This is an optimization exercise on Yosys and OpenROAD, whose aim is small area, a short achievable clock period and few clock cycles per item, not a production implementation.
In this exercise RTL edits were held to simulation tests only and were not proved equivalent to the original.
Power is estimated from default activity; no workload was simulated.

==> flow/design.v (excerpt) <==
module line_codec (
    input  wire        clk,
    input  wire        rst,           
    input  wire        cmd_valid,
    output wire        cmd_ready,
    input  wire [15:0] cmd,
    input  wire [7:0]  len,
    input  wire [63:0] line_in,
    input  wire [63:0] data_in,       
    output reg         done,
    output wire [15:0] rsp,
    output reg  [63:0] line_q,
    output reg  [63:0] data_q,
    output reg  [14:0] crc_q,
    output wire [7:0]  enstat_q
);
    genvar i;
    wire [3:0] op  = cmd[3:0];
    wire [1:0] fmt = cmd[5:4];
    wire       lb  = cmd[6];
    wire       rsv_ok = (cmd[15:7] == 9'd0);
    wire is_crc  = rsv_ok && (op == 4'h1);
    wire is_dec  = rsv_ok && (op == 4'h2);
    wire is_enc  = rsv_ok && (op == 4'h3);
    wire is_chk  = rsv_ok && (op == 4'h4);
    wire bad_format = (is_dec && (fmt == 2'd3)) ||
                      (is_enc && ((fmt == 2'd3) || (fmt == 2'd0)));
    wire len_gt8 = (len[7:4] != 4'd0) || (len[3] && (len[2:0] != 3'd0));
    wire len_gt6 = (len[7:3] != 5'd0) || (len[2:0] == 3'd7);
    wire bad_length = is_enc && ((fmt == 2'd1) ? (!lb && len_gt8)
                                               : ((fmt == 2'd2) && len_gt6));
    wire ok_crc  = is_crc && (fmt == 2'd0) && !lb;
    wire ok_dec  = is_dec && (fmt != 2'd3) && !lb;
    wire ok_enc  = is_enc && (fmt[1] ^ fmt[0]) && !(fmt[0] && lb) && !bad_length;
    wire ok_chk  = is_chk && (fmt == 2'd0) && !lb;
    wire bad_param = !(ok_crc || ok_dec || ok_enc || ok_chk);
    wire bad_opc   = bad_param && !bad_format && !bad_length;
    wire sel_d  = cmd[2] || (cmd[1] && cmd[0]);             
    wire sel_u  = !cmd[0] && !cmd[2] && (fmt == 2'd0);      
    wire sel_lh = !sel_d;                                   
  ...
For scale: roughly 230 flip-flops, roughly 320 I/O pins, about 9600 sq um of cells after synthesis.
Settings: LEC_CHECK=0, ABC_CLOCK_PERIOD_IN_PS=3000, CAP_MARGIN=20, CORE_MARGIN=2, CORE_UTILIZATION=45, SLEW_MARGIN=20, SYNTH_HIERARCHICAL=1, SYNTH_MINIMUM_KEEP_SIZE=0; clock period 9.0 ns.
standard.sh (not shown) runs the stock make flow with config.mk's settings and CLKGATE_MAP_FILE= SYNTH_SCRIPT=/design/flow/synth_recipe.tcl, a recipe that flattens the netlist after the stock synthesis.
==> flow/flow/run.sh <==
#!/bin/bash
# Standard ORFS layout, with the port buffers made from the smallest buffer
# cell, a clock tree of clkbuf_8 (clusters of up to 12 sinks) without dummy loads, and the
# timing repair aimed at a setup slack of MARGIN ns at the 9 ns clock.
set -euo pipefail
MARGIN=$(cat flow/margin.txt)
bash standard.sh \
  BUFFER_PORTS_ARGS="-buffer_cell sky130_fd_sc_hd__buf_1" \
  CTS_ARGS="-sink_clustering_enable -repair_clock_nets -dont_use_dummy_load -buf_list {sky130_fd_sc_hd__clkbuf_8} -sink_clustering_size 12 -sink_clustering_max_diameter 40" \
  SETUP_SLACK_MARGIN=$MARGIN \
  finish > standard.log 2>&1
==> flow/flow/margin.txt <==
5.5
The baseline passed the timing, design-rule and antenna checks.
Testbench counts at the start, summed over its fixed seeds: cycles 4,808, items 4,800.
Then changed:
==> flow/flow/run.sh (replaced) <==
#!/bin/bash
# Standard ORFS layout, with the port buffers made from the smallest buffer
# cell, a clock tree of clkbuf_4/clkbuf_8 without dummy loads, and the
# timing repair aimed at a setup slack of MARGIN ns at the 9 ns clock.
set -euo pipefail
MARGIN=$(cat flow/margin.txt)
bash standard.sh \
  BUFFER_PORTS_ARGS="-buffer_cell sky130_fd_sc_hd__buf_1" \
  CTS_ARGS="-sink_clustering_enable -repair_clock_nets -dont_use_dummy_load -buf_list {sky130_fd_sc_hd__clkbuf_4 sky130_fd_sc_hd__clkbuf_8}" \
  SETUP_SLACK_MARGIN=$MARGIN \
  finish > standard.log 2>&1
Setup slack is better by 0.018 ns.
Sequential cell count is unchanged.
Clock power increases by about 16%.
Routed wire length increases by 1.2%.
Final area increases by 1.3%.
Sequential power hardly moves.
Final cell count increases by 0.80%.
Then changed:
==> flow/flow/run.sh (replaced) <==
#!/bin/bash
# Standard ORFS layout, with the port buffers made from the smallest buffer
# cell, a clock tree of clkbuf_8 (clusters of up to 16 sinks) without dummy loads, and the
# timing repair aimed at a setup slack of MARGIN ns at the 9 ns clock.
set -euo pipefail
MARGIN=$(cat flow/margin.txt)
bash standard.sh \
  BUFFER_PORTS_ARGS="-buffer_cell sky130_fd_sc_hd__buf_1" \
  CTS_ARGS="-sink_clustering_enable -repair_clock_nets -dont_use_dummy_load -buf_list {sky130_fd_sc_hd__clkbuf_8} -sink_clustering_size 16 -sink_clustering_max_diameter 50" \
  SETUP_SLACK_MARGIN=$MARGIN \
  finish > standard.log 2>&1
==> flow/flow/margin.txt (replaced) <==
5.3
Outcome: The new run finished clean; area after synthesis does not change; wire length goes down by 2.1%; die area stays the same; fmax fell by 4.7%; clock-buffer cell count falls by 16; first-iteration DRC count goes down by 3.1%.
Then changed:
==> flow/flow/run.sh (replaced) <==
#!/bin/bash
# Standard ORFS layout, with the port buffers made from the smallest buffer
# cell, a clock tree of clkbuf_4/clkbuf_8 without dummy loads, and the
# timing repair aimed at a setup slack of MARGIN ns at the 9 ns clock.
set -euo pipefail
MARGIN=$(cat flow/margin.txt)
bash standard.sh \
  BUFFER_PORTS_ARGS="-buffer_cell sky130_fd_sc_hd__buf_1" \
  CTS_ARGS="-sink_clustering_enable -repair_clock_nets -dont_use_dummy_load -buf_list {sky130_fd_sc_hd__clkbuf_4 sky130_fd_sc_hd__clkbuf_8}" \
  SETUP_SLACK_MARGIN=$MARGIN \
  finish > standard.log 2>&1
==> flow/flow/margin.txt (replaced) <==
5.8
After rerunning: Die area stays the same. Non-clock buffer count grows by 29. Cell count grows by a few percent. Global-route usage grows by 1.4 points. Total power grows by about a fifth.
Then changed:
==> flow/flow/run.sh (replaced) <==
#!/bin/bash
# Standard ORFS layout, with the port buffers made from the smallest buffer
# cell, a clock tree of clkbuf_8 (clusters of up to 12 sinks) without dummy loads, and the
# timing repair aimed at a setup slack of MARGIN ns at the 9 ns clock.
set -euo pipefail
MARGIN=$(cat flow/margin.txt)
bash standard.sh \
  BUFFER_PORTS_ARGS="-buffer_cell sky130_fd_sc_hd__buf_1" \
  CTS_ARGS="-sink_clustering_enable -repair_clock_nets -dont_use_dummy_load -buf_list {sky130_fd_sc_hd__clkbuf_8} -sink_clustering_size 12 -sink_clustering_max_diameter 40" \
  SETUP_SLACK_MARGIN=$MARGIN \
  finish > standard.log 2>&1
==> flow/flow/margin.txt (replaced) <==
5.6
What happened: The changed run passed the timing, design-rule and antenna checks; core utilization came out lower by 4.7 points; die area is unchanged; non-clock buffer count came out lower by 25; hold slack barely changes; synthesized area is unchanged.
Then changed:
==> flow/flow/run.sh (replaced) <==
#!/bin/bash
# Standard ORFS layout, with the port buffers made from the smallest buffer
# cell, a clock tree of clkbuf_8 (clusters of up to 16 sinks) without dummy loads, and the
# timing repair aimed at a setup slack of MARGIN ns at the 9 ns clock.
set -euo pipefail
MARGIN=$(cat flow/margin.txt)
bash standard.sh \
  BUFFER_PORTS_ARGS="-buffer_cell sky130_fd_sc_hd__buf_1" \
  CTS_ARGS="-sink_clustering_enable -repair_clock_nets -dont_use_dummy_load -buf_list {sky130_fd_sc_hd__clkbuf_8} -sink_clustering_size 16 -sink_clustering_max_diameter 50" \
  SETUP_SLACK_MARGIN=$MARGIN \
  finish > standard.log 2>&1
==> flow/flow/margin.txt (replaced) <==
5.5
- The new run passed the timing, design-rule and antenna checks
- maximum frequency drops by about 1%
- power came out lower by 4.2%
- worst setup slack got worse by 0.034 ns
- sequential share of layout area increases by 0.47 points
- core utilization is lower by 0.88 points
- design area decreases by 1.6%
- global-route usage grows by 0.27 points
- clock power decreases by 12%
- wire length is lower by about 1.4%
- die area does not change


Starting RTL as in the previous note.
Settings: LEC_CHECK=0, ABC_CLOCK_PERIOD_IN_PS=3000, CAP_MARGIN=20, CORE_MARGIN=2, CORE_UTILIZATION=45, SLEW_MARGIN=20, SYNTH_HIERARCHICAL=1, SYNTH_MINIMUM_KEEP_SIZE=0; clock period 9.0 ns.
==> flow/flow/run.sh <==
#!/bin/bash
# Standard ORFS layout, with the port buffers made from the smallest buffer
# cell, a clock tree of clkbuf_4/clkbuf_8 without dummy loads, and the
# timing repair aimed at a setup slack of MARGIN ns at the 9 ns clock.
set -euo pipefail
MARGIN=$(cat flow/margin.txt)
bash standard.sh \
  BUFFER_PORTS_ARGS="-buffer_cell sky130_fd_sc_hd__buf_1" \
  CTS_ARGS="-sink_clustering_enable -repair_clock_nets -dont_use_dummy_load -buf_list {sky130_fd_sc_hd__clkbuf_4 sky130_fd_sc_hd__clkbuf_8}" \
  SETUP_SLACK_MARGIN=$MARGIN \
  finish > standard.log 2>&1
==> flow/flow/margin.txt <==
5.7
The first run produced a clean layout.
Testbench counts at the start, summed over its fixed seeds: cycles 4,808, items 4,800.
Change:
--- a/flow/flow/run.sh
+++ b/flow/flow/run.sh
@@ -4 +4,2 @@
-# timing repair aimed at a setup slack of MARGIN ns at the 9 ns clock.
+# timing repair aimed at a setup slack of MARGIN ns at the 9 ns clock,
+# then downsizing of gates off the critical paths (RECOVER_POWER).
@@ -10,0 +12 @@
+  RECOVER_POWER=100 \
==> flow/flow/margin.txt (replaced) <==
5.5
This time the run completed and failed the layout checks on capacitance limit, slew limit.
Area after synthesis is unchanged.
Setup slack loses 2400 ps.
Utilization fell by 3.3 points.
Die area is unchanged.
Wire length is lower by a few percent.
Total power shrinks by a few percent.
Maximum frequency goes down by well over a third.
Change:
==> flow/flow/run.sh (replaced) <==
#!/bin/bash
# Standard ORFS layout, with the port buffers made from the smallest buffer
# cell, a clock tree of clkbuf_8 (clusters of up to 12 sinks) without dummy loads, and the
# timing repair aimed at a setup slack of MARGIN ns at the 9 ns clock.
set -euo pipefail
MARGIN=$(cat flow/margin.txt)
bash standard.sh \
  BUFFER_PORTS_ARGS="-buffer_cell sky130_fd_sc_hd__buf_1" \
  CTS_ARGS="-sink_clustering_enable -repair_clock_nets -dont_use_dummy_load -buf_list {sky130_fd_sc_hd__clkbuf_8} -sink_clustering_size 12 -sink_clustering_max_diameter 40" \
  SETUP_SLACK_MARGIN=$MARGIN \
  finish > standard.log 2>&1
Settings changed: PLACE_DENSITY set to 0.75.
The changed run finished with timing, DRC and antenna clean.
Utilization climbs by 0.11 points.
Combinational power climbs by a few percent.
Count of clock-buffer cells in the layout drops by 10.
Via count climbs by a few percent.
Cell area hardly moves.
Change:
--- a/flow/flow/run.sh
+++ b/flow/flow/run.sh
@@ -3 +3 @@
-# cell, a clock tree of clkbuf_8 (clusters of up to 12 sinks) without dummy loads, and the
+# cell, a clock tree of clkbuf_4/clkbuf_8 without dummy loads, and the
@@ -9 +9 @@
-  CTS_ARGS="-sink_clustering_enable -repair_clock_nets -dont_use_dummy_load -buf_list {sky130_fd_sc_hd__clkbuf_8} -sink_clustering_size 12 -sink_clustering_max_diameter 40" \
+  CTS_ARGS="-sink_clustering_enable -repair_clock_nets -dont_use_dummy_load -buf_list {sky130_fd_sc_hd__clkbuf_4 sky130_fd_sc_hd__clkbuf_8}" \
==> flow/flow/margin.txt (replaced) <==
6.0
Settings changed: PLACE_DENSITY 0.75 to unset.
Synthesized cell count does not change; count of clock-buffer cells in the layout rose by 9; final area rose by 13%; critical path depth rose by 2; routed wire length rose by 12%; maximum frequency rose by 0.81%; hold slack is worse by 7.6 ps; die area stays the same; cell count rose by 5.4%; sequential power hardly moves; register-to-register slack is better by 30 ps.


Another version of the RTL of line_codec (not shown whole).
For scale: about 1300 cells after synthesis, ~320 I/O pins, ~11000 um2 of cells after synthesis.
Settings: LEC_CHECK=0, ABC_CLOCK_PERIOD_IN_PS=3000, CAP_MARGIN=20, CORE_MARGIN=2, CORE_UTILIZATION=55, SETUP_SLACK_MARGIN=5, SLEW_MARGIN=20; clock period 9.0 ns.
run.sh (not shown) runs the stock make flow with config.mk's settings and CLKGATE_MAP_FILE= SYNTH_SCRIPT=/design/flow/synth_recipe.tcl, a recipe that flattens the netlist after the stock synthesis.
Stock flow here: none of the scripts above is used.
The first run passed the timing, design-rule and antenna checks.
Testbench counts at the start, summed over its fixed seeds: cycles 4,808, items 4,800.
Then changed:
==> flow/flow/run.sh (new file) <==
#!/bin/bash
# Standard ORFS layout, with the port buffers made from the smallest buffer
# cell instead of the flow's default pick (repair may still upsize them).
set -euo pipefail
bash standard.sh BUFFER_PORTS_ARGS="-buffer_cell sky130_fd_sc_hd__buf_1" finish > standard.log 2>&1
==> flow/standard.sh (new file) <==
#!/bin/bash
# synth_recipe.tcl (not shown) runs the flow's synth.tcl, then flattens the netlist and writes it again
# the make line also repeats each setting of config.mk as NAME=value (left out here)
make -C /OpenROAD-flow-scripts/flow DESIGN_CONFIG=/design/flow/config.mk WORK_HOME=/design/flow/orfs CLKGATE_MAP_FILE= SYNTH_SCRIPT=/design/flow/synth_recipe.tcl "${@:-finish}"
removed: flow/run.sh
Effect: Routed wire length goes down by 2.5%; via count fell by 1.8%; clock skew goes up by 0.0054 ns; area after synthesis stays the same; cell area goes down by 12%; synthesized cell count is unchanged; worst setup slack gets worse by 0.071 ns; clock-buffer cell count goes up by 1; critical path depth came out lower by 1; final cell count barely changes.


Another version of the RTL of line_codec (not shown whole).
Size in the first run: ~230 flip-flops, about 320 I/O pins, ~9800 um^2 of cells after synthesis.
Settings: LEC_CHECK=0, ABC_CLOCK_PERIOD_IN_PS=3000, CAP_MARGIN=20, CORE_MARGIN=2, CORE_UTILIZATION=45, SLEW_MARGIN=20, SYNTH_HIERARCHICAL=1, SYNTH_MINIMUM_KEEP_SIZE=0; clock period 9.0 ns.
standard.sh (not shown) runs the stock make flow with config.mk's settings and CLKGATE_MAP_FILE= SYNTH_SCRIPT=/design/flow/synth_recipe.tcl, a recipe that flattens the netlist after the stock synthesis.
==> flow/flow/run.sh <==
#!/bin/bash
# Standard ORFS layout, with the port buffers made from the smallest buffer
# cell, a clock tree of clkbuf_8 (clusters of up to 16 sinks) without dummy loads, and the
# timing repair aimed at a setup slack of MARGIN ns at the 9 ns clock.
set -euo pipefail
MARGIN=$(cat flow/margin.txt)
bash standard.sh \
  BUFFER_PORTS_ARGS="-buffer_cell sky130_fd_sc_hd__buf_1" \
  CTS_ARGS="-sink_clustering_enable -repair_clock_nets -dont_use_dummy_load -buf_list {sky130_fd_sc_hd__clkbuf_8} -sink_clustering_size 16 -sink_clustering_max_diameter 50" \
  SETUP_SLACK_MARGIN=$MARGIN \
  finish > standard.log 2>&1
==> flow/flow/margin.txt <==
5.9
The starting point finished with timing, DRC and antenna clean.
Testbench counts at the start, summed over its fixed seeds: cycles 4,808, items 4,800.
==> next run, changes <==
--- a/flow/flow/run.sh
+++ b/flow/flow/run.sh
@@ -3 +3 @@
-# cell, a clock tree of clkbuf_8 (clusters of up to 16 sinks) without dummy loads, and the
+# cell, a clock tree of clkbuf_8 (clusters of up to 12 sinks) without dummy loads, and the
@@ -9 +9 @@
-  CTS_ARGS="-sink_clustering_enable -repair_clock_nets -dont_use_dummy_load -buf_list {sky130_fd_sc_hd__clkbuf_8} -sink_clustering_size 16 -sink_clustering_max_diameter 50" \
+  CTS_ARGS="-sink_clustering_enable -repair_clock_nets -dont_use_dummy_load -buf_list {sky130_fd_sc_hd__clkbuf_8} -sink_clustering_size 12 -sink_clustering_max_diameter 40" \
==> flow/flow/margin.txt (replaced) <==
6.1
After rerunning: Cell area is higher by roughly a tenth. Setup slack loses 0.14 ns. Global-route usage is higher by 0.57 points. Fmax is lower by a few percent. Die area stays the same. Clock-buffer cell count is higher by 10. Utilization is higher by 8.1 points. Power is higher by about a fifth. Final cell count is higher by a few percent.
==> next run, changes <==
==> flow/flow/margin.txt (replaced) <==
5.9
Via count falls by 5.9%; worst setup slack gets better by 0.12 ns; global-route usage falls by 0.90 points; maximum frequency rises by 3.8%; flip-flop and latch count does not change; final cell count falls by 4.1%; cell area falls by 12%; routed wire length falls by 9.3%; non-clock buffer count falls by 63; sequential power is about the same.

==> afterwards: timing with drivers on the ports <==
In the flow no input, the clock included, has a driving cell. The finished layouts below were timed again as built, in two steps. Step 1, drivers: a clkbuf_16 drives clk and a buf_2 each remaining input, both assumed. Step 2 adds t to the input delays and takes it off the output delays; t is the mean of the earliest and latest rising clock arrival at the registers after step 1. Input paths then give back, and output paths get back, about the clock's delay inside the block. Three values: no drivers, after step 1, after step 2; two values: the first two.
run	shift t [ns]	slack for setup (ns)	worst setup path after step 2
the first run of note 1	0.594	5.601 / 5.601 / 5.083	input to register
the second run of note 1	0.544	5.619 / 5.628 / 5.088	input to register
the third run of note 1	0.555	5.452 / 5.452 / 4.951	input to register
the fourth run of note 1	0.546	5.698 / 5.698 / 5.293	input to register
the fifth run of note 1	0.566	5.579 / 5.579 / 5.061	input to register
the sixth run of note 1	0.555	5.545 / 5.559 / 5.004	input to register
the first run of note 2	0.544	5.722 / 5.724 / 5.199	input to register
the second run of note 2	0.547	3.330 / 3.330 / 3.270	input to register
the third run of note 2	0.584	5.592 / 5.592 / 5.113	input to register
the fourth run of note 2	0.545	5.619 / 5.619 / 5.372	input to register
the first run of note 3	0.561	5.143 / 5.143 / 4.900	input to register
the second run of note 3	0.563	5.072 / 5.072 / 5.072	register to register
the first run of note 4	0.573	5.966 / 5.966 / 5.452	input to register
the second run of note 4	0.609	5.823 / 5.823 / 5.550	input to register
the third run of note 4	0.601	5.939 / 5.939 / 5.483	input to register
For the sixth run of note 1, which loses most, drivers alone change the setup slack by +0.014 ns; drivers and shift together by -0.541 ns.
